Source: an optimization exercise on an open RTL-to-GDS flow (aim: small area and few clock cycles). Production flows keep margins and buffers that such runs may drop.
Where RTL was checked, it was by simulation tests only, not by an equivalence proof against the original.
No functional check of the RTL was part of run 1.
Power is estimated from default activity; no workload was simulated.

`flow/flow/run.sh`:
```
#!/bin/bash
# Layout flow: the standard ORFS flow (standard.sh) with three changes.
#  - Synthesis is the standard flow's own script (synth_recipe.tcl) with only the ABC
#    mapping script swapped for flow/abc_area.script: ORFS's speed script
#    with the delay relaxed (&nf -R 1000) and without ABC's buffering and
#    up-sizing passes. Registers are untouched (ABC maps only the logic).
#  - The port buffers are sky130_fd_sc_hd__buf_1.
#  - Clock tree: sky130_fd_sc_hd__clkbuf_8 buffers, no dummy loads.
# Each run's full output goes to a log file of its own in this folder.
set -euo pipefail
here=$(pwd)
{
  head -n 1 synth_recipe.tcl
  cat <<TCL
proc abc {args} {
  set i [lsearch -exact \$args -script]
  if { \$i >= 0 } { lset args [expr {\$i + 1}] $here/flow/abc_area.script }
  yosys abc {*}\$args
}
TCL
  tail -n +2 synth_recipe.tcl
} > my_synth.tcl
sed "s|SYNTH_SCRIPT=[^ ]*|SYNTH_SCRIPT=$here/my_synth.tcl|" standard.sh > my_standard.sh
grep -q "SYNTH_SCRIPT=$here/my_synth.tcl" my_standard.sh
export BUFFER_PORTS_ARGS="-buffer_cell sky130_fd_sc_hd__buf_1"
export CTS_ARGS="-sink_clustering_enable -repair_clock_nets -dont_use_dummy_load -buf_list sky130_fd_sc_hd__clkbuf_8"
bash my_standard.sh synth > synth.log 2>&1
bash my_standard.sh finish > layout.log 2>&1
```
`flow/flow/abc_area.script`:
```
&get -n
&st
&dch
&nf -R 1000
&st
&syn2
&if -g -K 6
&synch2
&nf -R 1000
&st
&syn2
&if -g -K 6
&synch2
&nf -R 1000
&st
&syn2
&if -g -K 6
&synch2
&nf -R 1000
&st
&syn2
&if -g -K 6
&synch2
&nf -R 1000
&st
&syn2
&if -g -K 6
&synch2
&nf -R 1000
&put
topo
stime -c
dnsize -c
```
`flow/standard.sh`:
```
#!/bin/bash
# synth_recipe.tcl (not shown) runs the flow's synth.tcl, then flattens the netlist and writes it again
# the make line also repeats each setting of config.mk as NAME=value (left out here)
make -C /OpenROAD-flow-scripts/flow DESIGN_CONFIG=/design/flow/config.mk WORK_HOME=/design/flow/orfs CLKGATE_MAP_FILE= SYNTH_SCRIPT=/design/flow/synth_recipe.tcl "${@:-finish}"
```
`flow/config.mk`:
```
export PLATFORM = sky130hd
export DESIGN_NAME = pid_proto
export DESIGN_NICKNAME = pid_proto
export VERILOG_FILES = /design/flow/design.v
export SDC_FILE = /design/flow/constraint.sdc
export NUM_CORES = 4
export LEC_CHECK = 0
export CAP_MARGIN = 20
export CORE_MARGIN = 2
export CORE_UTILIZATION = 40
export SLEW_MARGIN = 20
```
`flow/constraint.sdc`:
```
create_clock -name core_clock -period 4.0 [get_ports {clk}]
set_input_delay 0.8000 -clock core_clock [delete_from_list [all_inputs] [get_ports {clk}]]
set_output_delay 0.8000 -clock core_clock [all_outputs]
set_load 0.01 [all_outputs]
```
`flow/design.v`:
```
module pid_proto (
    input  wire        clk,
    input  wire        rst,           
    input  wire        cmd_valid,
    output wire        cmd_ready,
    input  wire [31:0] cmd,
    output wire        rsp_valid,
    output wire [7:0]  rsp_status,
    output wire [31:0] rsp_value,
    output wire [1:0]  rsp_count,
    output wire [7:0]  rsp_byte0,
    output wire [7:0]  rsp_byte1
);
    function [15:0] crc_step;
        input [15:0] c_in;
        input [7:0]  b;
        reg   [15:0] c;
        integer      i;
        begin
            c = c_in ^ {8'h00, b};
            for (i = 0; i < 8; i = i + 1)
                c = c[0] ? ((c >> 1) ^ 16'h8408) : (c >> 1);
            crc_step = c;
        end
    endfunction
    reg [31:0] c;         
    reg        cv;        
    reg [15:0] ncrc;      
    reg [15:0] nvcrc;     
    reg [7:0]  vhold0;    
    reg [7:0]  vhold1;    
    reg [1:0]  vcnt;
    reg [3:0]  rx;
    reg        legal;     
    reg        hit;       
    assign cmd_ready = 1'b1;
    assign rsp_valid = cv;
    function is_permitted_ascii;
        input [7:0] x;
        begin
            is_permitted_ascii =
                (x >= 8'h41 && x <= 8'h5A) || (x >= 8'h61 && x <= 8'h7A) ||
                (x >= 8'h30 && x <= 8'h39) || (x == 8'h20) ||
                (x == 8'h21) || (x == 8'h23) || (x == 8'h24) || (x == 8'h26) ||
                (x == 8'h27) || (x == 8'h28) || (x == 8'h29) || (x == 8'h2A) ||
                (x == 8'h2B) || (x == 8'h2C) || (x == 8'h2D) || (x == 8'h2E) ||
                (x == 8'h2F) || (x == 8'h3A) || (x == 8'h3B) || (x == 8'h3C) ||
                (x == 8'h3D) || (x == 8'h3E) || (x == 8'h3F) || (x == 8'h5C);
        end
    endfunction
    wire in_zfc = ~|cmd[23:21];
    wire in_zfb = in_zfc & ~|cmd[20:8];
    wire in_zf0 = in_zfb & ~|cmd[7:0];
    reg  in_legal;
    always @(*) begin
        case (cmd[31:24])
            8'h10:                              in_legal = in_zfc;
            8'h11, 8'h21, 8'h31, 8'h41, 8'h51:  in_legal = in_zfb;
            8'h20, 8'h22, 8'h30, 8'h32, 8'h40, 8'h42,
            8'h50, 8'h52, 8'h53:                in_legal = in_zf0;
            default:                            in_legal = 1'b0;
        endcase
    end
    reg  in_ext;
    always @(*) begin
        case (cmd[20:0])
            21'h0000B7, 21'h002022, 21'h002500, 21'h002501, 21'h002588, 21'h002581:
                     in_ext = 1'b1;
            default: in_ext = 1'b0;
        endcase
    end
    wire in_hit = (is_permitted_ascii(cmd[7:0]) & ~|cmd[20:8]) | in_ext;
    wire [7:0]  b   = c[7:0];
    wire hi0   = legal & (c[27:26] == 2'b00);
    wire g1    = hi0 & c[31:28] == 4'h1;
    wire g2    = hi0 & c[31:28] == 4'h2;
    wire g3    = hi0 & c[31:28] == 4'h3;
    wire g4    = hi0 & c[31:28] == 4'h4;
    wire g5    = hi0 & c[31:28] == 4'h5;
    wire [1:0] lo = c[25:24];
    wire s_enc   = g1 & lo == 2'd0;
    wire s_dec   = g1 & lo == 2'd1;
    wire s_cinit = g2 & lo == 2'd0;
    wire s_cfeed = g2 & lo == 2'd1;
    wire s_ctag  = g2 & lo == 2'd2;
    wire s_vinit = g3 & lo == 2'd0;
    wire s_vfeed = g3 & lo == 2'd1;
    wire s_vend  = g3 & lo == 2'd2;
    wire s_fbe   = g4 & ~lo[0];               
    wire s_fbyte = g4 & lo == 2'd1;
    wire s_rinit = g5 & lo == 2'd0;
    wire s_rbyte = g5 & lo == 2'd1;
    wire s_rend  = g5 & lo == 2'd2;
    wire s_rstat = g5 & lo == 2'd3;
    wire asc_ok  = is_permitted_ascii(b);
    wire enc_hit = hit;
    wire ext_hit = hit & (c[13] | c[7]);
    wire [2:0] ext_idx = ~c[13] ? 3'd0 : ~c[10] ? 3'd1 : {c[7], ~c[7], c[0]};
    reg [15:0] dec_x;
    always @(*) begin
        case (b)
            8'h22:   dec_x = 16'h0027;
            8'h80:   dec_x = 16'h00B7;
            8'h81:   dec_x = 16'h2022;
            8'h82:   dec_x = 16'h2500;
            8'h83:   dec_x = 16'h2501;
            8'h84:   dec_x = 16'h2588;
            8'h85, 8'h86, 8'h87:
                     dec_x = 16'h2581;
            default: dec_x = 16'hFFFD;
        endcase
    end
    wire [15:0] recv  = {vhold1, vhold0};
    wire        vfull = vcnt[1];
    wire        v_ok  = s_vend & vfull;
    wire        v_bad = recv != nvcrc;
    wire rx_err   = rx[3];
    wire b_dle    = b == 8'h10;
    wire b_stx    = b == 8'h02;
    wire b_etx    = b == 8'h03;
    wire rx_start = ~rx[3] & rx[2:0] == 3'd0;
    wire rx_hdr   = ~rx[3] & rx[2:0] == 3'd1;
    wire rx_data  = ~rx[3] & rx[2:0] == 3'd2;
    wire rx_esc   = ~rx[3] & rx[2:0] == 3'd3;
    wire rx_done  = ~rx[3] & rx[2];
    reg [2:0] why_n;
    always @(*) begin
        why_n = 3'd0;
        if (rx_start & ~b_dle)              why_n = 3'd2;
        if (rx_hdr & ~b_stx)                why_n = 3'd3;
        if (rx_esc & ~b_dle & ~b_etx)       why_n = 3'd4;
        if (rx_done)                        why_n = 3'd5;
    end
    wire rb_err = s_rbyte & (rx_err | why_n != 3'd0);
    wire re_err = s_rend & ~rx_done;
    wire s_val = s_enc & ~enc_hit;
    wire s_raw = ~legal | s_val | (s_dec & asc_ok);   
    wire s_decx = s_dec & ~asc_ok;
    wire s_prot = (s_vend & ~vfull) | rb_err | re_err;
    assign rsp_status = {5'd0, ~legal, (v_ok & v_bad) | s_val, s_prot | s_val};
    wire [3:0] sval =
        ({4{s_vend & ~vfull}} & 4'd1) |
        ({4{rb_err}} & (rx_err ? {1'b0, rx[2:0]} : {1'b0, why_n})) |
        ({4{re_err}} & (rx_err ? {1'b0, rx[2:0]} : 4'd6)) |
        ({4{s_rstat}} & {1'b0, rx_err | rx[2], rx_err | rx[1], rx_err | rx[0]});
    assign rsp_value[31:24] = ({8{~legal}} & c[31:24]) | ({8{v_ok}} & nvcrc[15:8]);
    assign rsp_value[23:16] = ({8{s_raw}} & c[23:16]) | ({8{v_ok}} & nvcrc[7:0]);
    assign rsp_value[15:8]  = ({8{s_raw}} & c[15:8]) | ({8{s_decx}} & dec_x[15:8]) |
                              ({8{s_ctag}} & ncrc[15:8]) | ({8{v_ok}} & recv[15:8]);
    assign rsp_value[7:4]   = ({4{s_raw}} & c[7:4]) | ({4{s_decx}} & dec_x[7:4]) |
                              ({4{s_ctag}} & ncrc[7:4]) | ({4{v_ok}} & recv[7:4]) |
                              ({4{s_rstat & rx_err}} & {1'b0, rx[2:0]});
    assign rsp_value[3:0]   = ({4{s_raw}} & c[3:0]) | ({4{s_decx}} & dec_x[3:0]) |
                              ({4{s_ctag}} & ncrc[3:0]) | ({4{v_ok}} & recv[3:0]) | sval;
    assign rsp_count[1] = s_ctag | s_fbe | (s_fbyte & b_dle);
    assign rsp_count[0] = (s_enc & enc_hit) | (s_vfeed & vfull) | (s_fbyte & ~b_dle) |
                          (s_rbyte & ((rx_data & ~b_dle) | (rx_esc & b_dle)));
    wire [1:0] grp = c[29:28];
    assign rsp_byte0 =
        (grp == 2'd2) ? ncrc[7:0] :
        (grp == 2'd3) ? vhold0 :
        (~c[30] & ext_hit) ? {5'b10000, ext_idx} :
        (b | {3'd0, c[30] & ~c[24], 4'd0});   
    assign rsp_byte1 =
        (grp == 2'd2) ? ncrc[15:8] :
        c[24] ? 8'h10 : {7'd1, c[25]};
    wire [15:0] crc_f  = ~crc_step(~ncrc, b);
    wire [15:0] vcrc_f = ~crc_step(~nvcrc, vhold0);
    wire        vshift = cv & s_vfeed;
    wire        c_ld   = cv & s_cfeed & ~rst;
    wire        c_hold = ~rst & ~(cv & (s_cinit | s_cfeed));
    wire        v_ld   = cv & s_vfeed & vfull & ~rst;
    wire        v_hold = ~rst & ~(cv & (s_vinit | s_vend | (s_vfeed & vfull)));
    wire [15:0] ncrc_d  = ({16{c_ld}} & crc_f)  | ({16{c_hold}} & ncrc);
    wire [15:0] nvcrc_d = ({16{v_ld}} & vcrc_f) | ({16{v_hold}} & nvcrc);
    always @(posedge clk) begin
        c     <= cmd;
        legal <= in_legal;
        hit   <= in_hit;
        ncrc  <= ncrc_d;
        nvcrc <= nvcrc_d;
        if (rst) begin
            cv    <= 1'b0;
            vcnt  <= 2'd0;
            rx    <= 4'd0;
        end else begin
            cv <= cmd_valid;
            if (cv) begin
                if (s_vinit | s_vend)
                    vcnt <= 2'd0;
                else if (s_vfeed & ~vfull)
                    vcnt <= {vcnt[0], ~vcnt[0]};
                if (s_rinit | s_rend)
                    rx <= 4'd0;
                else if (s_rbyte & ~rx_err) begin
                    if (why_n != 3'd0)
                        rx <= {1'b1, why_n};
                    else if (rx_start)
                        rx <= 4'd1;
                    else if (rx_hdr)
                        rx <= 4'd2;
                    else if (rx_data)
                        rx <= b_dle ? 4'd3 : 4'd2;
                    else   
                        rx <= b_dle ? 4'd2 : 4'd4;
                end
            end
        end
        if (vshift) begin
            vhold1 <= b;
            vhold0 <= vhold1;
        end
    end
endmodule
```
==> results.cfg, run 1 <==
[detailed_routing]
dr_wl_met2_um = 6880
vias_per_cell = 5.85
routedLengthMet1_um = 6990
routedWlPerCell_um = 19.7
drt_iter0_markers = 410
top_layer = met4
via_count = 4645
wl_met3_um = 1280
wirelength_um = 15600
drc = 0
drt_pass1_iterations = 5
postRouteAntennaNets = 0

[power_and_ir_drop]
power.density_mw_per_mm2 = 299
vdd_ir_drop_max_uv = 215
p_total_w = 0.00162
p_leak_nw = 1.91

[sta]
worst_slew_pin_slew_ps = 1010
slew_violations = 0
fin_ws_ps = 298
fin_crit_sh_pct = 92.6
hold_violations = 0
slew_headroom_pct = 32.5
finClkSkew_ps = 18.9
min_period_ps = 3700
rsz0062_at_grt = no
max_freq_mhz = 270
fin_tns_setup_ps = 0
setup_viol = 0

[clock_tree]
cts_buffer_depth = 2
cts_tree = done
cts_buffers = 9
cts_resized = 0
cts_setup_buffers = 0
clock-root-buffer = clkbuf_8
cts.sinks = 89
htree_levels = 3
clkLatencyLatePin_ps = 370
postCtsHoldBufs = 0
clk_pin_slew_ps = 90

[final_layout]
final_nets = 688
final_area_mm2 = 0.00541
area_growth_pct = 16.0
drive_above_1_share_pct = 4.61
fin_cells = 794
num_antenna_cells = 0

[job]
drv_cap = 0

[synthesis]
yosysTopAreaCell = dfxtp_1
synth_cell_types = 44
ys.flop_type = dfxtp_1
yosysSeqAreaShare_pct = 41.6
ys_ff_latch = 89
synth_area_per_cell_um2 = 8.66
synth_area_mm2 = 0.00467
synth.top_cell.area_share_pct = 31.3
syn_inst = 539
synth_most_common_cell = nand2_1
netlist_top_cells_count = nand2_1 (80), dfxtp_1 (73), o21ai_0 (61)
synth_edf_count = 16
yosysWarnings = 1
synthArstFlopShare_pct = 0
synthTopCellsByArea = dfxtp_1 (31%), edfxtp_1 (10%), o21ai_0 (6.5%), nand2_1 (6.4%), xnor2_1 (5.8%)

[floorplan]
die_x_um = 112
core_area_mm2 = 0.0114
die_h_um = 112
start_util_pct = 40.9
die-area_mm2 = 0.0125
num_io_pins = 95
rows = 39

[setup_path]
crit_required_ps = 3200
worstPathArrival_ps = 2900
crit-reg2reg-launch = legal
start_kind = flip-flop
crit_type = flip-flop to primary output
crit_start = legal
path_max_fanout = 13
ff2ff_setup_slack_ps = 1400
critPathCaptureType = primary output

[hold_path]
min_from = vcnt[0]
hold_path_class = flip-flop to flip-flop

[placed_design]
place_area_mm2 = 0.00528
dp.cells = 785
dp_hpwl_um = 11900
gp_congestion = 0.965
port-buffer-count = 88
dp_slack_ps = 584

[outcome]
run_status = timing/DRC/antenna clean

[grt]
grt_use_total_pct = 24.8
gr-total-overflow = 0
grt_pass1_vias = 4335
grt_max_degree = 19
antenna_found_initial = 0
grt_pass1_wl_um = 24100
state kept, by name, indices dropped and copies added, names as in the netlist:
name and count:
nvcrc 16, legal 1, c 32, ncrc 16, rx 4, vhold0 8, vcnt 2, vhold1 8
cv 1, hit 1
worst max-delay path: stages, from the launching register on:
cell and delay [ps]:
dfxtp_1 340, clkinv_1 170, nor4_2 370, nand2_1 180, or4_1 540, o211ai_1 260, buf_4 250, nand2_1 70
o211ai_1 140, buf_1 190
stage by stage:
step / util (%) / hold WS (ps)
finish: 47.4 / 497
global route: 47.4 / 516
CTS: 47.3 / 501
detailed placement: 46.2 / 489
global placement: 46.2 / 461
floorplan: - / 439
power by group:
group	total (W)	leakage [nW]	switching, W	internal (W)
clock	0.000492	0.0647	0.000291	0.000202
combinational	0.000173	1.10	0.000106	0.0000671
sequential	0.000955	0.744	0.0000279	0.000927
total	0.00162	1.91	0.000424	0.00120
placed cells by master, fill, tap and decap left out, types with 7 or more instances in the layout:
cell type   n
a21oi_1    27
nor2_1     32
mux2i_1     8
edfxtp_1   16
dfxtp_1    73
nor4_1      9
clkbuf_8    9
o21ai_0    61
xor2_1     28
a22o_1     20
nor3_1     15
buf_1      88
nand2b_1    8
nor2b_1     8
nand4_1     8
buf_4      17
clkinv_1   11
and2_0      7
nand3_1    14
xnor2_1    31
a211o_1     9
nand2_1    80
layer usage:
metal	vias up	global-route usage, %
met3	35	4.08
met5	-	0
li1	2207	-
met2	237	37.8
met1	2166	35.0
met4	0	10.3
final timing paths:
path,end,cells past startpoint
worst max register to register,rx[2],9
worst min-delay path,vcnt[0],2
worst min register to register,vcnt[0],2
worst max-delay path,rsp_value[10],9
logic make-up (layout without fill, tap and decap cells):
kind of cell    after synthesis  in the layout  synth area share (%)
compound gates              159            159                  22.3
xor+xnor                     59             59                  11.1
fa+ha+maj                     1              1                 0.215
buf+inv                      17            125                  1.85
flops                        89             89                  41.6
mux                           8              8                  1.72
other cells                   2              6                 0.161
simple gates                204            204                  21.1
final cells by class:
type / instances / area (um^2)
clock buffer: 9 / 124
fill: 1159 / 6010
inverter: 11 / 41.3
multi-input combinational: 437 / 2670
sequential: 89 / 1940
tap: 143 / 179
timing repair buffer: 105 / 458
==> run 2, diff against run 1 <==
--- a/flow/design.v
+++ b/flow/design.v
@@ -33,6 +33,7 @@
     reg [3:0]  rx;
     reg        legal;     
     reg        hit;       
+    reg        asc;       
     assign cmd_ready = 1'b1;
     assign rsp_valid = cv;
     function is_permitted_ascii;
@@ -69,7 +70,8 @@
             default: in_ext = 1'b0;
         endcase
     end
-    wire in_hit = (is_permitted_ascii(cmd[7:0]) & ~|cmd[20:8]) | in_ext;
+    wire in_asc = is_permitted_ascii(cmd[7:0]);
+    wire in_hit = (in_asc & ~|cmd[20:8]) | in_ext;
     wire [7:0]  b   = c[7:0];
     wire hi0   = legal & (c[27:26] == 2'b00);
     wire g1    = hi0 & c[31:28] == 4'h1;
@@ -92,7 +94,7 @@
     wire s_rbyte = g5 & lo == 2'd1;
     wire s_rend  = g5 & lo == 2'd2;
     wire s_rstat = g5 & lo == 2'd3;
-    wire asc_ok  = is_permitted_ascii(b);
+    wire asc_ok  = asc;
     wire enc_hit = hit;
     wire ext_hit = hit & (c[13] | c[7]);
     wire [2:0] ext_idx = ~c[13] ? 3'd0 : ~c[10] ? 3'd1 : {c[7], ~c[7], c[0]};
@@ -177,6 +179,7 @@
         c     <= cmd;
         legal <= in_legal;
         hit   <= in_hit;
+        asc   <= in_asc;
         ncrc  <= ncrc_d;
         nvcrc <= nvcrc_d;
         if (rst) begin
--- a/flow/flow/run.sh
+++ b/flow/flow/run.sh
@@ -22,6 +22,7 @@
 } > my_synth.tcl
 sed "s|SYNTH_SCRIPT=[^ ]*|SYNTH_SCRIPT=$here/my_synth.tcl|" standard.sh > my_standard.sh
 grep -q "SYNTH_SCRIPT=$here/my_synth.tcl" my_standard.sh
+export GPL_KEEP_OVERFLOW=0
 export BUFFER_PORTS_ARGS="-buffer_cell sky130_fd_sc_hd__buf_1"
 export CTS_ARGS="-sink_clustering_enable -repair_clock_nets -dont_use_dummy_load -buf_list sky130_fd_sc_hd__clkbuf_8"
 bash my_standard.sh synth > synth.log 2>&1
==> results.cfg, run 2 <==
[sta]
rsz0062_at_grt = no
setup_viol = 0
worst_slew_pin_slew_ps = 825
fin_crit_sh_pct = 96.4
slew_violations = 0
min_period_ps = 3850
hold_violations = 0
slew_headroom_pct = 44.8
max_freq_mhz = 259
fin_tns_setup_ps = 0
finClkSkew_ps = 19.9

[outcome]
run_status = timing/DRC/antenna clean

[synthesis]
synthArstFlopShare_pct = 0
ys.flop_type = dfxtp_1
yosysSeqAreaShare_pct = 43.2
yosysTopAreaCell = dfxtp_1
ys_ff_latch = 90
netlist_top_cells_count = nand2_1 (79), dfxtp_1 (74), nor2_1 (38), o21ai_0 (38), xnor2_1 (38)
synth_area_mm2 = 0.00454
synth_edf_count = 16
syn_inst = 510
synth_most_common_cell = nand2_1
synthTopCellsByArea = dfxtp_1 (33%), edfxtp_1 (11%), xnor2_1 (7.3%), nand2_1 (6.5%), a22o_1 (6.4%)
synth_area_per_cell_um2 = 8.91
synth.top_cell.area_share_pct = 32.6
synth_cell_types = 48
yosysWarnings = 1

[clock_tree]
clock-root-buffer = clkbuf_8
cts_buffer_depth = 2
htree_levels = 3
cts_buffers = 9
clkLatencyLatePin_ps = 370
cts_tree = done
clk_pin_slew_ps = 70
cts.sinks = 90

[setup_path]
crit-reg2reg-launch = legal
rr_endpoint = ncrc[9]
critPathCaptureType = primary output
cp_common_cell = a221o_1
crit_required_ps = 3200
path_max_fanout = 13
worstPathArrival_ps = 3050
start_kind = flip-flop
r2r_cells = 7
cp_top_family = simple AND/OR/NAND/NOR gates
max_stage_delay_ps = 590
cp_slowest_cell = or4_1
ff2ff_setup_slack_ps = 970
crit_buf_inv = 3
crit_type = flip-flop to primary output
cp_cell_sequence = inv_2 -> or4_1 -> or2_0 -> or3_1 -> o21ai_4 -> buf_8 -> a221o_1 -> a221o_1 -> buf_1

[hold_path]
hold_path_depth = 2
hold_path_class = flip-flop to flip-flop
hold_end = vcnt[0]
min_from = vcnt[0]

[job]
drv_cap = 0

[grt]
grt_pass1_wl_um = 22700
grt_pass1_vias = 4152
grt_use_total_pct = 23.5
antenna_found_initial = 0
gr-total-overflow = 0
grt_max_degree = 23

[floorplan]
start_util_pct = 41.4
die-area_mm2 = 0.0122
num_io_pins = 95
core_area_mm2 = 0.0110
rows = 38
die_x_um = 111
die_h_um = 111

[placed_design]
gp_congestion = 0.917
dp_hpwl_um = 11000
port-buffer-count = 88

[final_layout]
final_util_pct = 48.0
top_register = c
num_antenna_cells = 0
final_common_cell = buf_1
largest_reg_flops = 32
fill_cells = 1101
area_growth_pct = 16.1
drive_above_1_share_pct = 4.26
final_cell_mix = buf_1 (88), nand2_1 (79), dfxtp_1 (73)
top_regs = c: 32 flops, ncrc: 16 flops, nvcrc: 16 flops
final_nets = 647

[power_and_ir_drop]
power.density_mw_per_mm2 = 305
p_leak_nw = 1.84
vdd_ir_drop_max_uv = 144

[detailed_routing]
vias_per_cell = 5.87
drt_pass1_iterations = 7
via_count = 4406
wirelength_um = 14500
drt_iter0_markers = 511
postRouteAntennaNets = 0
drc = 0
routedWlPerCell_um = 19.3
-- run 2: metrics by stage --
| step | cell area, um^2 | power, W | setup WS, ps | std cells | hold WS [ps] |
|---|---|---|---|---|---|
| global route | 5270 | 0.00167 | 21.2 | 750 | 544 |
| detailed placement | 5090 | 0.00114 | 59.3 | 738 | 498 |
| finish | 5270 | 0.00161 | 146 | 750 | 509 |
| global placement | 5020 | 0.00114 | -722 | 736 | 469 |
| floorplan | 4560 | 0.00107 | 186 | 514 | 447 |
| CTS | 5250 | 0.00162 | 15.5 | 749 | 508 |
-- run 2: what timing repair did --
| item | 4_1_cts | 5_1_grt |
|---|---|---|
| pin swaps | 3 | 0 |
| resized for setup | 4 | 5 |
| endpoints found under the setup margin | 17 | 18 |
| buffers inserted | 2 | 0 |
| hold buffers | 0 | 0 |
-- run 2: report_power, final --
group / switching (W) / total (W) / internal (W)
Combinational: 0.0000931 / 0.000151 / 0.0000576
Sequential: 0.0000340 / 0.000972 / 0.000938
Clock: 0.000285 / 0.000487 / 0.000202
Total: 0.000412 / 0.00161 / 0.00120
-- run 2: logic make-up (layout without fill, tap and decap cells) --
kind of cell	count (synthesis)	count (layout)	synth area share [%]
simple gates	200	200	21.0
compound gates	133	133	20.2
flops	90	90	43.2
xor+xnor	58	58	11.2
buf+inv	17	113	1.90
mux	8	8	1.90
fa+ha+maj	2	2	0.441
other cells	2	6	0.165
-- run 2: per-layer routing --
layer / GRT usage, % / part of all wire, %
met4: 10.5 / 2.9
met1: 31.9 / 43
met5: 0 / 0
met3: 3.07 / 7.2
met2: 37.3 / 47
-- run 2: layout make-up --
type,count,area [um^2],share of cell area [%]
Clock buffer,9,124,2.35
Inverter,11,41.3,0.783
Multi-Input combinational cell,407,2570,48.8
Sequential cell,90,1960,37.2
Tap cell,140,175,3.32
Timing Repair Buffer,93,395,7.50
-- run 2: worst max-delay path by stage --
stage | startpoint | endpoint | slack, ps | depth (start not counted)
3_5_place_dp | legal | rsp_value[2] | 60 | 9
6_report | legal | rsp_value[2] | 150 | 9
3_3_place_gp | legal | rsp_value[1] | -720 | 8
4_1_cts | legal | rsp_value[14] | 20 | 7
5_1_grt | legal | rsp_value[2] | 20 | 9
2_1_floorplan | legal | rsp_value[1] | 190 | 7
-- run 2: tightest hold or removal path, cell delays in order, from the launching register on --
cell and delay (ps):
dfxtp_1 320, o21ai_0 80, a21oi_1 70
Testbench counts of run 2, summed over its fixed seeds: cycles 48,189.
==> run 3, diff against run 2 <==
--- a/flow/flow/run.sh
+++ b/flow/flow/run.sh
@@ -22,7 +22,6 @@
 } > my_synth.tcl
 sed "s|SYNTH_SCRIPT=[^ ]*|SYNTH_SCRIPT=$here/my_synth.tcl|" standard.sh > my_standard.sh
 grep -q "SYNTH_SCRIPT=$here/my_synth.tcl" my_standard.sh
-export GPL_KEEP_OVERFLOW=0
 export BUFFER_PORTS_ARGS="-buffer_cell sky130_fd_sc_hd__buf_1"
 export CTS_ARGS="-sink_clustering_enable -repair_clock_nets -dont_use_dummy_load -buf_list sky130_fd_sc_hd__clkbuf_8"
 bash my_standard.sh synth > synth.log 2>&1
--- a/flow/config.mk
+++ b/flow/config.mk
@@ -8,4 +8,5 @@
 export CAP_MARGIN = 20
 export CORE_MARGIN = 2
 export CORE_UTILIZATION = 40
+export GPL_TIMING_DRIVEN = 0
 export SLEW_MARGIN = 20
==> results.cfg, run 3 <==
[outcome]
run_status = timing/DRC/antenna clean

[synthesis]
yosysWarnings = 1
ys_ff_latch = 90
yosysTopAreaCell = dfxtp_1
synthArstFlopShare_pct = 0
synth_edf_count = 16
ys.flop_type = dfxtp_1
synth_most_common_cell = nand2_1
synth_cell_types = 48
synth.top_cell.area_share_pct = 32.6
yosysSeqAreaShare_pct = 43.2
synth_area_per_cell_um2 = 8.91
synthTopCellsByArea = dfxtp_1 (33%), edfxtp_1 (11%), xnor2_1 (7.3%), nand2_1 (6.5%), a22o_1 (6.4%)
netlist_top_cells_count = nand2_1 (79), dfxtp_1 (74), nor2_1 (38), o21ai_0 (38), xnor2_1 (38)
syn_inst = 510
synth_area_mm2 = 0.00454

[sta]
fin_crit_sh_pct = 96.6
fin_ws_ps = 138
setup_viol = 0
rsz0062_at_grt = no
slew_violations = 0
max_freq_mhz = 259
worst_slew_pin_slew_ps = 1090
min_period_ps = 3860
hold_violations = 0
fin_tns_setup_ps = 0
slew_headroom_pct = 27.2
finClkSkew_ps = 18.3

[hold_path]
hold_path_class = flip-flop to flip-flop
min_from = vcnt[0]

[floorplan]
rows = 38
core_area_mm2 = 0.0110
die_x_um = 111
num_io_pins = 95
die-area_mm2 = 0.0122
die_h_um = 111
start_util_pct = 41.4

[detailed_routing]
vias_per_cell = 5.92
postRouteAntennaNets = 0
drt_iter0_markers = 311
wirelength_um = 14600
via_count = 4491
routedWlPerCell_um = 19.2
drc = 0
drt_pass1_iterations = 5

[clock_tree]
clock-root-buffer = clkbuf_8
cts.sinks = 90
htree_levels = 3
postCtsHoldBufs = 0
cts_tree = done
cts_buffers = 9
clk_pin_slew_ps = 80
clkLatencyLatePin_ps = 370
cts_buffer_depth = 2

[final_layout]
final_cell_mix = buf_1 (88), nand2_1 (79), dfxtp_1 (72)
drive_above_1_share_pct = 5.98
final_util_pct = 48.8
top_regs = c: 32 flops, ncrc: 16 flops, nvcrc: 16 flops
fill_cells = 1114
top_register = c
final_common_cell = buf_1
area_growth_pct = 18.0
num_antenna_cells = 0
largest_reg_flops = 32
final_nets = 656

[power_and_ir_drop]
vdd_ir_drop_max_uv = 130
p_seq_share_pct = 59.6
comb_power_share_pct = 9.6
power.share.clock_pct = 30.7
p_switching_w = 0.000424
power.density_mw_per_mm2 = 303
internal_power_w = 0.00120
switching_share_pct = 26.1
p_leak_nw = 1.89

[placed_design]
port-buffer-count = 88
gp_congestion = 0.921
dp_slack_ps = 3.50
dp_hpwl_um = 10800

[setup_path]
crit_type = flip-flop to primary output
crit_required_ps = 3200
path_max_fanout = 17
critPathCaptureType = primary output
crit_start = legal
crit-reg2reg-launch = legal
start_kind = flip-flop
worstPathArrival_ps = 3060

[grt]
grt_pass1_wl_um = 22400
grt_use_total_pct = 23.2
grt_pass1_vias = 4208
grt_max_degree = 23
gr-total-overflow = 0
antenna_found_initial = 1

[job]
drv_cap = 0
-- run 3: cell count changes in the layout (fill, tap and decap cells not counted), sizes merged --
cell | previous run | this run
buf | 93 | 102
clkinvlp | 0 | 1
inv | 1 | 0
-- run 3: worst paths after layout --
path,end,slack (ps),cells past startpoint
max,rsp_value[2],140,9
min,vcnt[0],490,2
max reg2reg,nvcrc[13],820,7
min reg2reg,vcnt[0],490,2
-- run 3: area by class of cell --
class	instances	area, um^2	area share, %
plain buffers	6	45.0	0.841
flip-flops and latches	90	1970	36.7
well taps	140	175	3.27
multi-input cells	407	2580	48.1
inverters	11	45.0	0.841
repair buffers	96	423	7.89
clock buffers	9	124	2.31
-- run 3: power groups by stage --
stage | Clock [W] | Combinational, W | Sequential [W]
after detailed placement | 0 | 0.000154 | 0.000989
after CTS | 0.000506 | 0.000155 | 0.000968
after global placement | 0 | 0.000151 | 0.000989
final | 0.000499 | 0.000156 | 0.000969
after global routing | 0.000541 | 0.000172 | 0.000972
after floorplan | 0 | 0.0000933 | 0.000978
-- run 3: kinds of logic (layout without fill, tap and decap cells) --
logic type,count (synthesis),after routing,share of synthesized area (%)
AO/OA/AOI/OAI,133,133,20.2
XOR/XNOR,58,58,11.2
adder cells (fa/ha/maj),2,2,0.441
buffers and inverters,17,122,1.90
flip-flops,90,90,43.2
multiplexers,8,8,1.90
other,2,6,0.165
AND/OR/NAND/NOR,200,200,21.0
-- run 3: what timing repair did --
action	in CTS	in global routing
pin swaps	2	1
setup buffers	2	4
resized for setup	5	8
endpoints found under the hold margin	0	0
endpoints found under the setup margin	24	18
-- run 3: metal layers --
| metal | up-vias | track usage (%) | share of wire [%] |
|---|---|---|---|
| met5 | - | 0 | 0.089 |
| met4 | 2 | 8.50 | 2.8 |
| met2 | 210 | 36.9 | 46 |
| met3 | 39 | 6.42 | 8.5 |
| met1 | 2151 | 30.2 | 42 |
| li1 | 2089 | - | - |
-- run 3: metrics by stage --
stage	std cells	total power (W)	area [um^2]	hold slack [ps]
floorplan	514	0.00107	4560	447
global placement	742	0.00114	5070	467
detailed placement	744	0.00114	5130	481
CTS	755	0.00163	5290	492
global route	759	0.00168	5360	521
finish	759	0.00162	5360	493
-- run 3: worst max-delay path: stages (launching register included) --
cell        delay, ps
dfxtp_4           410
clkinvlp_4        150
or4_4             600
or2_0             280
or3_4             410
o21ai_4           180
buf_12            180
a221o_1           180
a221o_1           130
buf_1             160
==> run 4, diff against run 3 <==
--- a/flow/config.mk
+++ b/flow/config.mk
@@ -8,5 +8,4 @@
 export CAP_MARGIN = 20
 export CORE_MARGIN = 2
 export CORE_UTILIZATION = 40
-export GPL_TIMING_DRIVEN = 0
 export SLEW_MARGIN = 20
==> results.cfg, run 4 <==
[setup_path]
start_kind = flip-flop
cp_slowest_cell = or4_1
cp_common_cell = a221o_1
crit_buf_inv = 3
crit_type = flip-flop to primary output
cp_cell_sequence = clkinv_2 -> or4_1 -> or2_0 -> or3_1 -> o21ai_4 -> buf_12 -> a221o_1 -> a221o_1 -> buf_1
crit_required_ps = 3200
path_max_fanout = 20
critPathCaptureType = primary output
worstPathArrival_ps = 3060
cp_top_family = simple AND/OR/NAND/NOR gates
max_stage_delay_ps = 590

[synthesis]
synth.top_cell.area_share_pct = 32.6
synth_area_per_cell_um2 = 8.91
synth_most_common_cell = nand2_1
yosysTopAreaCell = dfxtp_1
synthArstFlopShare_pct = 0
syn_inst = 510
synth_cell_types = 48
synth_area_mm2 = 0.00454
ys_ff_latch = 90
synthTopCellsByArea = dfxtp_1 (33%), edfxtp_1 (11%), xnor2_1 (7.3%), nand2_1 (6.5%), a22o_1 (6.4%)
yosysWarnings = 1
netlist_top_cells_count = nand2_1 (79), dfxtp_1 (74), nor2_1 (38), o21ai_0 (38), xnor2_1 (38)
yosysSeqAreaShare_pct = 43.2
synth_edf_count = 16
ys.flop_type = dfxtp_1

[sta]
fin_ws_ps = 143
fin_crit_sh_pct = 96.4
hold_violations = 0
slew_violations = 0
rsz0062_at_grt = no
max_freq_mhz = 259
setup_viol = 0
finClkSkew_ps = 21.5
fin_tns_setup_ps = 0
min_period_ps = 3860
worst_slew_pin_slew_ps = 840
slew_headroom_pct = 43.8

[placed_design]
place_area_mm2 = 0.00514
dp_slack_ps = 364
dp_hpwl_um = 11200
port-buffer-count = 88
gp_congestion = 0.919
dp.cells = 749

[clock_tree]
clk_pin_slew_ps = 70
clock-root-buffer = clkbuf_8
cts_buffer_depth = 2
cts_buffers = 9
postCtsHoldBufs = 0
cts_tree = done
htree_levels = 3
clkLatencyLatePin_ps = 360
cts_setup_buffers = 0
cts.sinks = 90

[floorplan]
start_util_pct = 41.4
rows = 38
die-area_mm2 = 0.0122
core_area_mm2 = 0.0110
die_h_um = 111
num_io_pins = 95
die_x_um = 111

[final_layout]
fill_cells = 1108
top_register = c
fin_cells = 758
top_regs = c: 32 flops, ncrc: 16 flops, nvcrc: 16 flops
final_cell_mix = buf_1 (88), nand2_1 (79), dfxtp_1 (73)
largest_reg_flops = 32
area_growth_pct = 16.2
num_antenna_cells = 0
final_area_mm2 = 0.00528
drive_above_1_share_pct = 4.21
final_nets = 655
final_common_cell = buf_1

[detailed_routing]
via_count = 4458
drc = 0
wirelength_um = 14700
postRouteAntennaNets = 0
routedWlPerCell_um = 19.4
drt_iter0_markers = 452
vias_per_cell = 5.88
drt_pass1_iterations = 5

[grt]
grt_max_degree = 23
grt_pass1_vias = 4095
gr-total-overflow = 0
grt_pass1_wl_um = 22900
grt_use_total_pct = 23.7
antenna_found_initial = 0

[power_and_ir_drop]
p_leak_nw = 1.87
power.density_mw_per_mm2 = 305
vdd_ir_drop_max_uv = 129
p_total_w = 0.00161

[hold_path]
hold_path_class = flip-flop to flip-flop

[job]
drv_cap = 0

[outcome]
run_status = timing/DRC/antenna clean
[run 4: cell counts after synthesis]
No cell type changed its count.
[run 4: area by class of cell]
class,count,area (um^2),share of cell area (%)
Multi-Input combinational cell,407,2530,48.0
Inverter,11,42.5,0.806
Tap cell,140,175,3.32
Timing Repair Buffer,101,440,8.35
Clock buffer,9,124,2.35
Sequential cell,90,1960,37.2
[run 4: timing repair]
item,4_1_cts,5_1_grt
endpoints found under the setup margin,1,8
gates resized for setup,2,1
pin swaps,0,0
[run 4: per-layer routing]
metal	up-vias	share of wire, %	global-route usage [%]	wire (um)
li1	2098	-	-	-
met1	2123	43	31.9	6380
met2	212	47	38.6	6930
met3	25	7.3	3.62	1070
met4	0	2.1	8.50	307
met5	-	0	0	0
[run 4: worst min-delay path: stages (launching register included)]
cell     delay (ps)
dfxtp_1         320
o21ai_0          70
a21oi_1          60
[run 4: worst paths after layout]
kind,cells past startpoint,startpoint,to,slack (ps)
worst max register to register,7,legal,ncrc[0],1030
worst max-delay path,9,legal,rsp_value[2],140
worst min-delay path,2,vcnt[0],vcnt[0],490
worst min register to register,2,vcnt[0],vcnt[0],490
[run 4: stage by stage]
step           util (%)  hold slack, ps
5_1_grt            48.0             554
2_1_floorplan         -             447
4_1_cts            48.0             493
3_3_place_gp       46.8             473
6_report           48.0             491
3_5_place_dp       46.8             483
[run 4: power breakdown]
group	leakage [nW]	switching [W]	internal, W
combinational	1.05	0.0000964	0.0000603
clock	0.0647	0.000284	0.000202
sequential	0.753	0.0000300	0.000938
total	1.87	0.000411	0.00120
[run 4: cells by family after synthesis]
logic type,share of synthesized area [%]
and+or+nand+nor,21.0
AOI/OAI and AO/OA,20.2
DFF,43.2
xor gates and xnor gates,11.2
buffers and inverters,1.90
muxes,1.90
adders and majority gates,0.441
other,0.165
==> run 5, diff against run 4 <==
--- a/flow/flow/run.sh
+++ b/flow/flow/run.sh
@@ -22,6 +22,7 @@
 } > my_synth.tcl
 sed "s|SYNTH_SCRIPT=[^ ]*|SYNTH_SCRIPT=$here/my_synth.tcl|" standard.sh > my_standard.sh
 grep -q "SYNTH_SCRIPT=$here/my_synth.tcl" my_standard.sh
+export GPL_KEEP_OVERFLOW=0
 export BUFFER_PORTS_ARGS="-buffer_cell sky130_fd_sc_hd__buf_1"
 export CTS_ARGS="-sink_clustering_enable -repair_clock_nets -dont_use_dummy_load -buf_list sky130_fd_sc_hd__clkbuf_8"
 bash my_standard.sh synth > synth.log 2>&1
--- a/flow/config.mk
+++ b/flow/config.mk
@@ -7,5 +7,5 @@
 export LEC_CHECK = 0
 export CAP_MARGIN = 20
 export CORE_MARGIN = 2
-export CORE_UTILIZATION = 40
+export CORE_UTILIZATION = 50
 export SLEW_MARGIN = 20
==> results.cfg, run 5 <==
[outcome]
run_status = timing/DRC/antenna clean

[detailed_routing]
postRouteAntennaNets = 0
vias_per_cell = 6.11
drt_iter0_markers = 351
drt_pass1_iterations = 6
routedWlPerCell_um = 20.0
drc = 0
via_count = 4413
wirelength_um = 14400

[sta]
min_period_ps = 3830
worst_slew_pin_slew_ps = 1070
finClkSkew_ps = 31.8
setup_viol = 0
fin_crit_sh_pct = 95.7
rsz0062_at_grt = no
hold_violations = 0
slew_headroom_pct = 28.4
max_freq_mhz = 261
slew_violations = 0

[hold_path]
hold_end = vcnt[0]
hold_path_class = flip-flop to flip-flop
min_from = vcnt[0]
hold_path_depth = 2

[floorplan]
die_x_um = 99.3
die-area_mm2 = 0.00986
start_util_pct = 51.8
num_io_pins = 95
die_h_um = 99.3
rows = 34
core_area_mm2 = 0.00876

[final_layout]
largest_reg_flops = 32
area_growth_pct = 15.7
final_common_cell = buf_1
final_nets = 651
num_antenna_cells = 0
top_regs = c: 32 flops, ncrc: 16 flops, nvcrc: 16 flops
fin_cells = 722
top_register = c
drive_above_1_share_pct = 4.56
final_cell_mix = buf_1 (88), nand2_1 (79), dfxtp_1 (73)

[clock_tree]
cts.sinks = 90
cts_tree = done
clock-root-buffer = clkbuf_8
cts_buffer_depth = 2
clkLatencyLatePin_ps = 370
clk_pin_slew_ps = 70
htree_levels = 3
cts_buffers = 9

[setup_path]
ff2ff_setup_slack_ps = 800
crit-reg2reg-launch = legal
worstPathArrival_ps = 3030
r2r_cells = 7
critPathCaptureType = primary output
crit_required_ps = 3200
crit_type = flip-flop to primary output
start_kind = flip-flop
path_max_fanout = 9
rr_endpoint = ncrc[1]

[synthesis]
syn_inst = 510
synth_area_per_cell_um2 = 8.91
ys_ff_latch = 90
synth_area_mm2 = 0.00454
synth_edf_count = 16
synthTopCellsByArea = dfxtp_1 (33%), edfxtp_1 (11%), xnor2_1 (7.3%), nand2_1 (6.5%), a22o_1 (6.4%)
netlist_top_cells_count = nand2_1 (79), dfxtp_1 (74), nor2_1 (38), o21ai_0 (38), xnor2_1 (38)
yosysWarnings = 1
synth_most_common_cell = nand2_1
yosysTopAreaCell = dfxtp_1
yosysSeqAreaShare_pct = 43.2
ys.flop_type = dfxtp_1
synth_cell_types = 48
synthArstFlopShare_pct = 0
synth.top_cell.area_share_pct = 32.6

[grt]
gr-total-overflow = 0
grt_pass1_vias = 4114
antenna_found_initial = 0
grt_pass1_wl_um = 22400
grt_use_total_pct = 29.4
grt_max_degree = 23

[placed_design]
dp.cells = 707
gp_congestion = 0.946
port-buffer-count = 88
dp_hpwl_um = 10700

[power_and_ir_drop]
power.density_mw_per_mm2 = 306
p_total_w = 0.00161
p_leak_nw = 1.85
vdd_ir_drop_max_uv = 214

[job]
drv_cap = 0
[run 5: cell type report]
cell class | count | area [um^2]
multi-input cells | 407 | 2570
well taps | 108 | 135
flip-flops and latches | 90 | 1960
repair buffers | 97 | 425
inverters | 11 | 41.3
clock buffers | 9 | 124
fillers | 814 | 3510
[run 5: worst max-delay path by stage]
| stage | start | to | slack, ps |
|---|---|---|---|
| CTS | legal | rsp_value[13] | 40 |
| global placement | legal | rsp_value[1] | -690 |
| floorplan | legal | rsp_value[1] | 190 |
| global route | legal | rsp_value[6] | 30 |
| detailed placement | c[29] | rsp_value[2] | 50 |
| finish | legal | rsp_value[2] | 170 |
[run 5: through the flow]
| step | cell area (um^2) | setup WS, ps | hold WS [ps] | util, % | setup TNS, ps |
|---|---|---|---|---|---|
| after detailed placement | 5060 | 52.1 | 481 | 57.7 | 0 |
| after CTS | 5250 | 43.7 | 491 | 59.9 | 0 |
| after global placement | 4980 | -686 | 466 | 56.9 | -13140 |
| after floorplan | 4560 | 186 | 447 | - | 0 |
| final | 5260 | 173 | 488 | 60.0 | 0 |
| after global routing | 5260 | 31.2 | 526 | 60.0 | 0 |
[run 5: cells by family after synthesis]
group           Yosys count  share of synthesized area, %
simple gates            200                          21.0
fa+ha+maj                 2                         0.441
xor+xnor                 58                          11.2
mux                       8                          1.90
compound gates          133                          20.2
other cells               2                         0.165
flops                    90                          43.2
buf+inv                  17                          1.90
[run 5: report_power, final]
group	internal, W	switching (W)
sequential	0.000938	0.0000353
combinational	0.0000581	0.0000915
clock	0.000202	0.000284
total	0.00120	0.000411
[run 5: timing repair]
item / in CTS / in global routing
setup endpoints to repair: 25 / 17
gates resized for setup: 4 / 4
pin swaps: 2 / 0
hold buffers: 0 / 0
gates cloned: 0 / 0
setup buffers: 6 / 0
hold endpoints to repair: 0 / 0
[run 5: worst max-delay path, stage by stage (launching register included)]
cell and delay [ps]:
dfxtp_1 430, inv_2 100, or4_1 580, or2_0 280, or3_1 450, o21ai_4 160, buf_4 190, a221o_1 210
a221o_1 140, buf_1 150
[run 5: routing by layer]
layer | GRT usage [%] | share of wire (%) | vias up
met1 | 38.3 | 43 | 2074
li1 | - | - | 2083
met4 | 9.91 | 3.2 | 0
met2 | 47.9 | 46 | 219
met3 | 7.66 | 7.8 | 37
met5 | 0 | 0 | -
==> run 6, diff against run 5 <==
--- a/flow/flow/run.sh
+++ b/flow/flow/run.sh
@@ -23,6 +23,7 @@
 sed "s|SYNTH_SCRIPT=[^ ]*|SYNTH_SCRIPT=$here/my_synth.tcl|" standard.sh > my_standard.sh
 grep -q "SYNTH_SCRIPT=$here/my_synth.tcl" my_standard.sh
 export GPL_KEEP_OVERFLOW=0
+export RECOVER_POWER=100
 export BUFFER_PORTS_ARGS="-buffer_cell sky130_fd_sc_hd__buf_1"
 export CTS_ARGS="-sink_clustering_enable -repair_clock_nets -dont_use_dummy_load -buf_list sky130_fd_sc_hd__clkbuf_8"
 bash my_standard.sh synth > synth.log 2>&1
--- a/flow/config.mk
+++ b/flow/config.mk
@@ -7,5 +7,5 @@
 export LEC_CHECK = 0
 export CAP_MARGIN = 20
 export CORE_MARGIN = 2
-export CORE_UTILIZATION = 50
+export CORE_UTILIZATION = 60
 export SLEW_MARGIN = 20
==> results.cfg, run 6 <==
[synthesis]
yosysTopAreaCell = dfxtp_1
synth_area_mm2 = 0.00454
synth.top_cell.area_share_pct = 32.6
syn_inst = 510
synth_most_common_cell = nand2_1
synth_cell_types = 48
synthTopCellsByArea = dfxtp_1 (33%), edfxtp_1 (11%), xnor2_1 (7.3%), nand2_1 (6.5%), a22o_1 (6.4%)
synth_edf_count = 16
ys_ff_latch = 90
netlist_top_cells_count = nand2_1 (79), dfxtp_1 (74), nor2_1 (38), o21ai_0 (38), xnor2_1 (38)
ys.flop_type = dfxtp_1
yosysSeqAreaShare_pct = 43.2
yosysWarnings = 1
synthArstFlopShare_pct = 0
synth_area_per_cell_um2 = 8.91

[sta]
max_freq_mhz = 256
finClkSkew_ps = 45.3
fin_crit_sh_pct = 97.5
min_period_ps = 3900
slew_headroom_pct = 17.4
fin_ws_ps = 99.7
hold_violations = 0
setup_viol = 0
rsz0062_at_grt = no
slew_violations = 0
worst_slew_pin_slew_ps = 1230

[grt]
grt_pass1_vias = 3968
grt_max_degree = 23
gr-total-overflow = 0
grt_use_total_pct = 33.1
grt_pass1_wl_um = 21200
antenna_found_initial = 0

[clock_tree]
clkLatencyLatePin_ps = 370
cts.sinks = 90
cts_buffer_depth = 2
htree_levels = 3
clock-root-buffer = clkbuf_8
clk_pin_slew_ps = 80
cts_buffers = 9
cts_tree = done
postCtsHoldBufs = 0

[placed_design]
dp_slack_ps = 9.08
dp.cells = 697
port-buffer-count = 88
gp_congestion = 0.984
dp_hpwl_um = 10200

[detailed_routing]
drt_pass1_iterations = 6
wirelength_um = 13700
drc = 0
drt_iter0_markers = 417
postRouteAntennaNets = 0
routedWlPerCell_um = 19.3
via_count = 4451
vias_per_cell = 6.28

[final_layout]
top_regs = c: 32 flops, ncrc: 16 flops, nvcrc: 16 flops
final_cell_mix = buf_1 (84), nand2_1 (79), dfxtp_1 (73)
top_register = c
num_antenna_cells = 0
fill_cells = 592
largest_reg_flops = 32
fin_cells = 709
area_growth_pct = 14.0
drive_above_1_share_pct = 3.44
final_common_cell = buf_1
final_nets = 647

[setup_path]
crit_buf_inv = 1
rr_endpoint = ncrc[9]
cp_top_family = simple AND/OR/NAND/NOR gates
crit_required_ps = 3200
start_kind = flip-flop
worstPathArrival_ps = 3100
crit_type = flip-flop to primary output
critPathCaptureType = primary output
cp_common_cell = a221o_1
crit-reg2reg-launch = c[29]
r2r_cells = 5
path_max_fanout = 22
crit_start = c[29]
max_stage_delay_ps = 840
cp_slowest_cell = dfxtp_1
cp_cell_sequence = nor2b_4 -> nand2_1 -> nor2_2 -> a221o_1 -> a221o_1 -> buf_1
ff2ff_setup_slack_ps = 890

[hold_path]
hold_path_class = flip-flop to flip-flop
hold_path_depth = 0
hold_end = vhold0[1]
min_from = vhold1[1]

[floorplan]
die-area_mm2 = 0.00828
core_area_mm2 = 0.00729
num_io_pins = 95
rows = 31
die_x_um = 91.0
start_util_pct = 62.3
die_h_um = 91.0

[job]
drv_cap = 0

[power_and_ir_drop]
p_leak_nw = 1.82
vdd_ir_drop_max_uv = 219
p_total_w = 0.00161
power.density_mw_per_mm2 = 310

[outcome]
run_status = timing/DRC/antenna clean
[run 6: cell counts after synthesis]
No cell type changed its count.
[run 6: area by class of cell]
cell class	instances	area (um^2)	share of cell area [%]
Multi-Input combinational cell	407	2550	49.3
Sequential cell	90	1960	37.9
Timing Repair Buffer	93	377	7.27
Clock buffer	9	124	2.39
Tap cell	99	124	2.39
Inverter	11	41.3	0.797
[run 6: kinds of logic after synthesis]
family,synth area share (%)
adders and majority gates,0.441
buffers and inverters,1.90
AOI/OAI and AO/OA,20.2
muxes,1.90
DFF,43.2
and+or+nand+nor,21.0
other,0.165
xor gates and xnor gates,11.2
[run 6: timing repair]
| item | CTS | global route |
|---|---|---|
| buffers inserted | 3 | 0 |
| pin swaps | 2 | 1 |
| setup endpoints to repair | 25 | 26 |
| gates resized for setup | 4 | 2 |
[run 6: worst register-to-register path, cell delays in order (launching register included)]
cell and delay, ps:
dfxtp_1 840, nor2b_4 480, nand2_1 180, nor3_1 680, clkinv_1 540, o21ai_0 300
[run 6: metal layers]
metal | global-route usage [%] | share of wire [%]
met5 | 0 | 0
met4 | 13.3 | 3.5
met3 | 8.05 | 8.6
met2 | 52.0 | 46
met1 | 43.9 | 42
[run 6: worst max path at each step]
stage,cells past startpoint,to
after floorplan,7,rsp_value[1]
after global placement,8,rsp_value[1]
after detailed placement,6,rsp_value[2]
after CTS,10,rsp_value[13]
after global routing,6,rsp_value[2]
final,6,rsp_value[2]
[run 6: through the flow]
step	hold slack [ps]	setup TNS (ps)	utilization [%]	cell area, um^2
2_1_floorplan	447	0	-	4560
3_3_place_gp	463	-10000	68.2	4970
3_5_place_dp	498	0	68.9	5020
4_1_cts	496	0	71.2	5190
5_1_grt	503	0	71.0	5180
6_report	493	0	71.0	5180
[run 6: where the power goes]
part | internal [W] | total, W | switching [W] | leakage (nW)
combinational | 0.0000581 | 0.000148 | 0.0000903 | 1.00
clock | 0.000202 | 0.000487 | 0.000285 | 0.0647
sequential | 0.000938 | 0.000972 | 0.0000339 | 0.753
total | 0.00120 | 0.00161 | 0.000409 | 1.82
==> run 7, diff against run 6 <==
--- a/flow/flow/run.sh
+++ b/flow/flow/run.sh
@@ -23,7 +23,6 @@
 sed "s|SYNTH_SCRIPT=[^ ]*|SYNTH_SCRIPT=$here/my_synth.tcl|" standard.sh > my_standard.sh
 grep -q "SYNTH_SCRIPT=$here/my_synth.tcl" my_standard.sh
 export GPL_KEEP_OVERFLOW=0
-export RECOVER_POWER=100
 export BUFFER_PORTS_ARGS="-buffer_cell sky130_fd_sc_hd__buf_1"
 export CTS_ARGS="-sink_clustering_enable -repair_clock_nets -dont_use_dummy_load -buf_list sky130_fd_sc_hd__clkbuf_8"
 bash my_standard.sh synth > synth.log 2>&1
==> results.cfg, run 7 <==
[outcome]
run_status = timing/DRC/antenna clean

[clock_tree]
cts_tree = done
cts_buffers = 9
clock-root-buffer = clkbuf_8
htree_levels = 3
clkLatencyLatePin_ps = 370
cts.sinks = 90
clk_pin_slew_ps = 70
cts_buffer_depth = 2

[floorplan]
core_area_mm2 = 0.00729
start_util_pct = 62.3
die_x_um = 91.0
rows = 31
num_io_pins = 95
die-area_mm2 = 0.00828
die_h_um = 91.0

[setup_path]
cp.depth = 6
cp_top_family = simple AND/OR/NAND/NOR gates
cp_common_cell = a221o_1
r2r_cells = 5
crit-reg2reg-launch = c[29]
rr_endpoint = ncrc[0]
path_max_fanout = 22
worstPathArrival_ps = 3090
crit_required_ps = 3200
crit_start = c[29]
ff2ff_setup_slack_ps = 870
crit_type = flip-flop to primary output
cp_slowest_cell = dfxtp_1
max_stage_delay_ps = 850
crit_buf_inv = 1
endpoint = rsp_value[2]
cp_cell_sequence = nor2b_4 -> nand2_1 -> nor2_2 -> a221o_1 -> a221o_1 -> buf_1
critPathCaptureType = primary output
start_kind = flip-flop

[detailed_routing]
vias_per_cell = 6.21
postRouteAntennaNets = 0
via_count = 4400
drt_iter0_markers = 340
wirelength_um = 13700
drc = 0
drt_pass1_iterations = 5
routedWlPerCell_um = 19.3

[synthesis]
yosysTopAreaCell = dfxtp_1
ys_ff_latch = 90
synth_area_mm2 = 0.00454
synth_edf_count = 16
synth.top_cell.area_share_pct = 32.6
synthTopCellsByArea = dfxtp_1 (33%), edfxtp_1 (11%), xnor2_1 (7.3%), nand2_1 (6.5%), a22o_1 (6.4%)
ys.flop_type = dfxtp_1
syn_inst = 510
yosysSeqAreaShare_pct = 43.2
synth_cell_types = 48
synth_area_per_cell_um2 = 8.91
netlist_top_cells_count = nand2_1 (79), dfxtp_1 (74), nor2_1 (38), o21ai_0 (38), xnor2_1 (38)
yosysWarnings = 1
synth_most_common_cell = nand2_1
synthArstFlopShare_pct = 0

[job]
drv_cap = 0

[power_and_ir_drop]
p_switching_w = 0.000409
power.density_mw_per_mm2 = 309
comb_power_share_pct = 9.3
switching_share_pct = 25.5
p_total_w = 0.00161
power.share.clock_pct = 30.3
p_leak_nw = 1.83
vdd_ir_drop_max_uv = 219
internal_power_w = 0.00120
p_seq_share_pct = 60.5

[final_layout]
final_cell_mix = buf_1 (88), nand2_1 (79), dfxtp_1 (73)
area_growth_pct = 14.4
num_antenna_cells = 0
final_common_cell = buf_1
final_nets = 647
top_register = c
final_util_pct = 71.3
fill_cells = 589
top_regs = c: 32 flops, ncrc: 16 flops, nvcrc: 16 flops
drive_above_1_share_pct = 3.93
largest_reg_flops = 32

[grt]
grt_max_degree = 23
grt_pass1_wl_um = 21200
antenna_found_initial = 0
grt_use_total_pct = 33.1
grt_pass1_vias = 3968
gr-total-overflow = 0

[placed_design]
gp_congestion = 0.984
dp_slack_ps = 9.08
dp_hpwl_um = 10200
port-buffer-count = 88

[sta]
max_freq_mhz = 257
slew_violations = 0
hold_violations = 0
min_period_ps = 3890
fin_tns_setup_ps = 0
fin_crit_sh_pct = 97.2
worst_slew_pin_slew_ps = 1060
finClkSkew_ps = 45.5
slew_headroom_pct = 29.2
rsz0062_at_grt = no
setup_viol = 0
fin_ws_ps = 111

[hold_path]
hold_path_class = flip-flop to flip-flop
run 7: changes by cell type in the layout (fill, tap and decap cells not counted):
| cell | before | now |
|---|---|---|
| nor3_4 | 0 | 1 |
| clkbuf_1 | 4 | 0 |
| clkbuf_2 | 1 | 0 |
| buf_1 | 84 | 88 |
| buf_4 | 2 | 3 |
| nor2_1 | 36 | 35 |
| nor3_1 | 9 | 8 |
| inv_2 | 0 | 1 |
| nor2_2 | 2 | 3 |
| inv_1 | 1 | 0 |
run 7: layout make-up:
cell class	instances	area (um^2)	share of cell area [%]
inverter	11	41.3	0.795
clock buffer	9	124	2.38
timing repair buffer	93	379	7.30
sequential	90	1960	37.8
multi-input combinational	407	2560	49.4
tap	99	124	2.38
run 7: cells by family after synthesis:
logic type,share of synthesized area (%)
adder cells (fa/ha/maj),0.441
buffers and inverters,1.90
AO/OA/AOI/OAI,20.2
flip-flops,43.2
multiplexers,1.90
AND/OR/NAND/NOR,21.0
other,0.165
XOR/XNOR,11.2
run 7: power by group through the flow:
stage / sequential, W / combinational [W] / clock (W)
after floorplan: 0.000978 / 0.0000933 / 0
after global placement: 0.000991 / 0.000141 / 0
after detailed placement: 0.000991 / 0.000146 / 0
after CTS: 0.000971 / 0.000148 / 0.000491
after global routing: 0.000974 / 0.000163 / 0.000528
final: 0.000972 / 0.000149 / 0.000486
run 7: through the flow:
step / instances / instance area (um^2) / hold WS, ps
after floorplan: 514 / 4560 / 447
after global routing: 709 / 5200 / 503
after global placement: 695 / 4970 / 463
after CTS: 709 / 5190 / 496
final: 709 / 5200 / 499
after detailed placement: 697 / 5020 / 498
run 7: repair_timing:
item	CTS	global route
gates resized for setup	4	2
pin swaps	2	1
endpoints found under the setup margin	25	26
hold buffers	0	0
buffers inserted	3	0
gates cloned	0	0
run 7: routing by layer:
metal | track usage [%] | part of all wire, %
met1 | 43.9 | 43
met2 | 52.0 | 47
met3 | 8.05 | 7.4
met4 | 13.3 | 3.4
met5 | 0 | 0
run 7: worst min path at each step:
stage / slack, ps / from / to / depth (start not counted)
global placement: 460 / vcnt[0] / vcnt[0] / 2
global route: 500 / vhold1[1] / vhold0[1] / 0
CTS: 500 / vhold1[1] / vhold0[1] / 0
finish: 500 / vhold1[1] / vhold0[1] / 0
detailed placement: 500 / vcnt[0] / vcnt[0] / 2
floorplan: 450 / vcnt[0] / vcnt[0] / 2
run 7: worst reg2reg max path: stages, from the launching register on:
cell	delay, ps
dfxtp_1	850
nor2b_4	490
nand2_1	190
nor3_1	680
clkinv_1	530
o21ai_0	310
==> run 8, diff against run 7 <==
--- a/flow/flow/run.sh
+++ b/flow/flow/run.sh
@@ -22,8 +22,7 @@
 } > my_synth.tcl
 sed "s|SYNTH_SCRIPT=[^ ]*|SYNTH_SCRIPT=$here/my_synth.tcl|" standard.sh > my_standard.sh
 grep -q "SYNTH_SCRIPT=$here/my_synth.tcl" my_standard.sh
-export GPL_KEEP_OVERFLOW=0
 export BUFFER_PORTS_ARGS="-buffer_cell sky130_fd_sc_hd__buf_1"
-export CTS_ARGS="-sink_clustering_enable -repair_clock_nets -dont_use_dummy_load -buf_list sky130_fd_sc_hd__clkbuf_8"
+export CTS_ARGS="-sink_clustering_enable -repair_clock_nets -dont_use_dummy_load -root_buf sky130_fd_sc_hd__clkbuf_8 -buf_list \"sky130_fd_sc_hd__clkbuf_4 sky130_fd_sc_hd__clkbuf_8\""
 bash my_standard.sh synth > synth.log 2>&1
 bash my_standard.sh finish > layout.log 2>&1
--- a/flow/config.mk
+++ b/flow/config.mk
@@ -7,5 +7,5 @@
 export LEC_CHECK = 0
 export CAP_MARGIN = 20
 export CORE_MARGIN = 2
-export CORE_UTILIZATION = 60
+export CORE_UTILIZATION = 40
 export SLEW_MARGIN = 20
==> results.cfg, run 8 <==
[outcome]
run_status = timing/DRC/antenna clean

[synthesis]
synth_most_common_cell = nand2_1
synth_edf_count = 16
synth_compound_area_share_pct = 20.2
synthAdderAreaFrac_pct = 0.441
yosysWarnings = 1
synthTopCellsByArea = dfxtp_1 (33%), edfxtp_1 (11%), xnor2_1 (7.3%), nand2_1 (6.5%), a22o_1 (6.4%)
synth_area_per_cell_um2 = 8.91
synth_area_mm2 = 0.00454
yosysSeqAreaShare_pct = 43.2
ys_ff_latch = 90
synth-xor-area-share_pct = 11.2
synth_top_family_by_area = simple AND/OR/NAND/NOR gates
synthSimpleGateAreaFrac_pct = 21.0
netlist_top_cells_count = nand2_1 (79), dfxtp_1 (74), nor2_1 (38), o21ai_0 (38), xnor2_1 (38)
syn_inst = 510
synthArstFlopShare_pct = 0
ys.flop_type = dfxtp_1
yosysTopAreaCell = dfxtp_1
synth.top_cell.area_share_pct = 32.6
synth_cell_types = 48
synthMuxAreaShare_pct = 1.90

[setup_path]
worstPathArrival_ps = 3060
crit_required_ps = 3200
path_max_fanout = 20
crit_type = flip-flop to primary output
critPathCaptureType = primary output
r2r_cells = 7
start_kind = flip-flop

[detailed_routing]
vias_per_cell = 5.88
drt_iter0_markers = 452
via_count = 4458
postRouteAntennaNets = 0
wirelength_um = 14700
drt_pass1_iterations = 5
routedWlPerCell_um = 19.4
drc = 0

[clock_tree]
clk_pin_slew_ps = 70
htree_levels = 3
clock-root-buffer = clkbuf_8
clkLatencyLatePin_ps = 360
cts_buffer_depth = 2
postCtsHoldBufs = 0
cts_tree = done
cts_buffers = 9
cts.sinks = 90

[floorplan]
die-area_mm2 = 0.0122
rows = 38
num_io_pins = 95
core_area_mm2 = 0.0110
die_x_um = 111
start_util_pct = 41.4
die_h_um = 111

[final_layout]
final_util_pct = 48.0
final_cell_mix = buf_1 (88), nand2_1 (79), dfxtp_1 (73)
final_nets = 655
top_regs = c: 32 flops, ncrc: 16 flops, nvcrc: 16 flops
top_register = c
final_common_cell = buf_1
largest_reg_flops = 32
drive_above_1_share_pct = 4.21
area_growth_pct = 16.2
num_antenna_cells = 0

[sta]
finClkSkew_ps = 21.5
setup_viol = 0
fin_ws_ps = 143
min_period_ps = 3860
slew_violations = 0
slew_headroom_pct = 43.8
fin_crit_sh_pct = 96.4
rsz0062_at_grt = no
worst_slew_pin_slew_ps = 840
hold_violations = 0
fin_tns_setup_ps = 0
max_freq_mhz = 259
whs_ps = 491

[grt]
grt_max_degree = 23
grt_use_total_pct = 23.7
grt_pass1_wl_um = 22900
gr-total-overflow = 0
antenna_found_initial = 0
grt_pass1_vias = 4095

[hold_path]
hold_path_class = flip-flop to flip-flop
hold_path_depth = 2

[power_and_ir_drop]
p_total_w = 0.00161
vdd_ir_drop_max_uv = 129
p_leak_nw = 1.87
power.density_mw_per_mm2 = 305

[placed_design]
gp_congestion = 0.919
dp_hpwl_um = 11200
port-buffer-count = 88
dp_slack_ps = 364

[job]
drv_cap = 0
run 8: cell counts after synthesis:
Identical to the previous run, type by type.
run 8: worst paths after layout:
path                              start      endpoint  slack (ps)
worst max register to register    legal       ncrc[0]        1030
worst max-delay path              legal  rsp_value[2]         140
worst min-delay path            vcnt[0]       vcnt[0]         490
worst min register to register  vcnt[0]       vcnt[0]         490
run 8: area by class of cell:
type | instances | area [um^2]
inverter | 11 | 42.5
clock buffer | 9 | 124
tap | 140 | 175
fill | 1108 | 5710
timing repair buffer | 101 | 440
multi-input combinational | 407 | 2530
sequential | 90 | 1960
run 8: kinds of logic (layout without fill, tap and decap cells):
kind of cell             Yosys count  in the layout
AND/OR/NAND/NOR                  200            200
adder cells (fa/ha/maj)            2              2
multiplexers                       8              8
XOR/XNOR                          58             58
flip-flops                        90             90
AO/OA/AOI/OAI                    133            133
other                              2              6
buffers and inverters             17            121
run 8: worst max-delay path, cell delays in order (launching register included):
cell,delay (ps)
dfxtp_2,390
clkinv_2,110
or4_1,590
or2_0,250
or3_1,430
o21ai_4,270
buf_12,200
a221o_1,170
a221o_1,130
buf_1,160
run 8: what timing repair did:
item / 4_1_cts / 5_1_grt
endpoints found under the setup margin: 1 / 8
resized for setup: 2 / 1
setup buffers: 0 / 0
run 8: through the flow:
| step | instances | instance area (um^2) |
|---|---|---|
| after CTS | 758 | 5280 |
| after floorplan | 514 | 4560 |
| after global routing | 758 | 5280 |
| final | 758 | 5280 |
| after global placement | 749 | 5140 |
| after detailed placement | 749 | 5140 |
run 8: report_power, final:
group | switching [W] | internal (W)
combinational | 0.0000964 | 0.0000603
sequential | 0.0000300 | 0.000938
clock | 0.000284 | 0.000202
run 8: metal layers:
layer	GRT usage [%]	wire (um)	vias up	share of wire [%]
li1	-	-	2098	-
met1	31.9	6380	2123	43
met2	38.6	6930	212	47
met3	3.62	1070	25	7.3
met4	8.50	307	0	2.1
met5	0	0	-	0

==> static timing again, ports no longer ideal <==
No port has a modelled driver above. Below, the same layouts with a new extraction and two added sets of constraints. Step 1 assumes that a clkbuf_16 drives the clock port and a buf_2 every other input. Step 2, shift: input delay + t, output delay - t, t = (earliest + latest rising clock arrival at the registers) / 2. This alone moves slack from input paths to output paths. a / b / c = no drivers / after step 1 / after step 2; a / b = the first two.
| run | shift t [ns] | slack for setup (ns) | worst hold slack (ns) | worst setup path after step 2 | worst register clock-pin slew, ns |
|---|---|---|---|---|---|
| run 1 | 0.397 | 0.298 / 0.263 / 0.661 | 0.497 / 0.497 / 0.497 | register to output | 0.09 / 0.09 |
| run 2 | 0.391 | 0.146 / 0.113 / 0.504 | 0.509 / 0.509 / 0.509 | register to output | 0.09 / 0.09 |
| run 3 | 0.399 | 0.138 / 0.103 / 0.502 | 0.493 / 0.493 / 0.493 | register to output | 0.09 / 0.09 |
| run 4 | 0.385 | 0.143 / 0.110 / 0.495 | 0.491 / 0.491 / 0.491 | register to output | 0.09 / 0.09 |
| run 5 | 0.387 | 0.173 / 0.139 / 0.526 | 0.488 / 0.488 / 0.488 | register to output | 0.10 / 0.10 |
| run 6 | 0.384 | 0.100 / 0.066 / 0.450 | 0.493 / 0.493 / 0.493 | register to output | 0.10 / 0.10 |
| run 7 | 0.384 | 0.111 / 0.078 / 0.462 | 0.499 / 0.499 / 0.499 | register to output | 0.10 / 0.10 |
| run 8 | 0.385 | 0.143 / 0.110 / 0.495 | 0.491 / 0.491 / 0.491 | register to output | 0.09 / 0.09 |
After both steps every run listed still meets setup and hold.
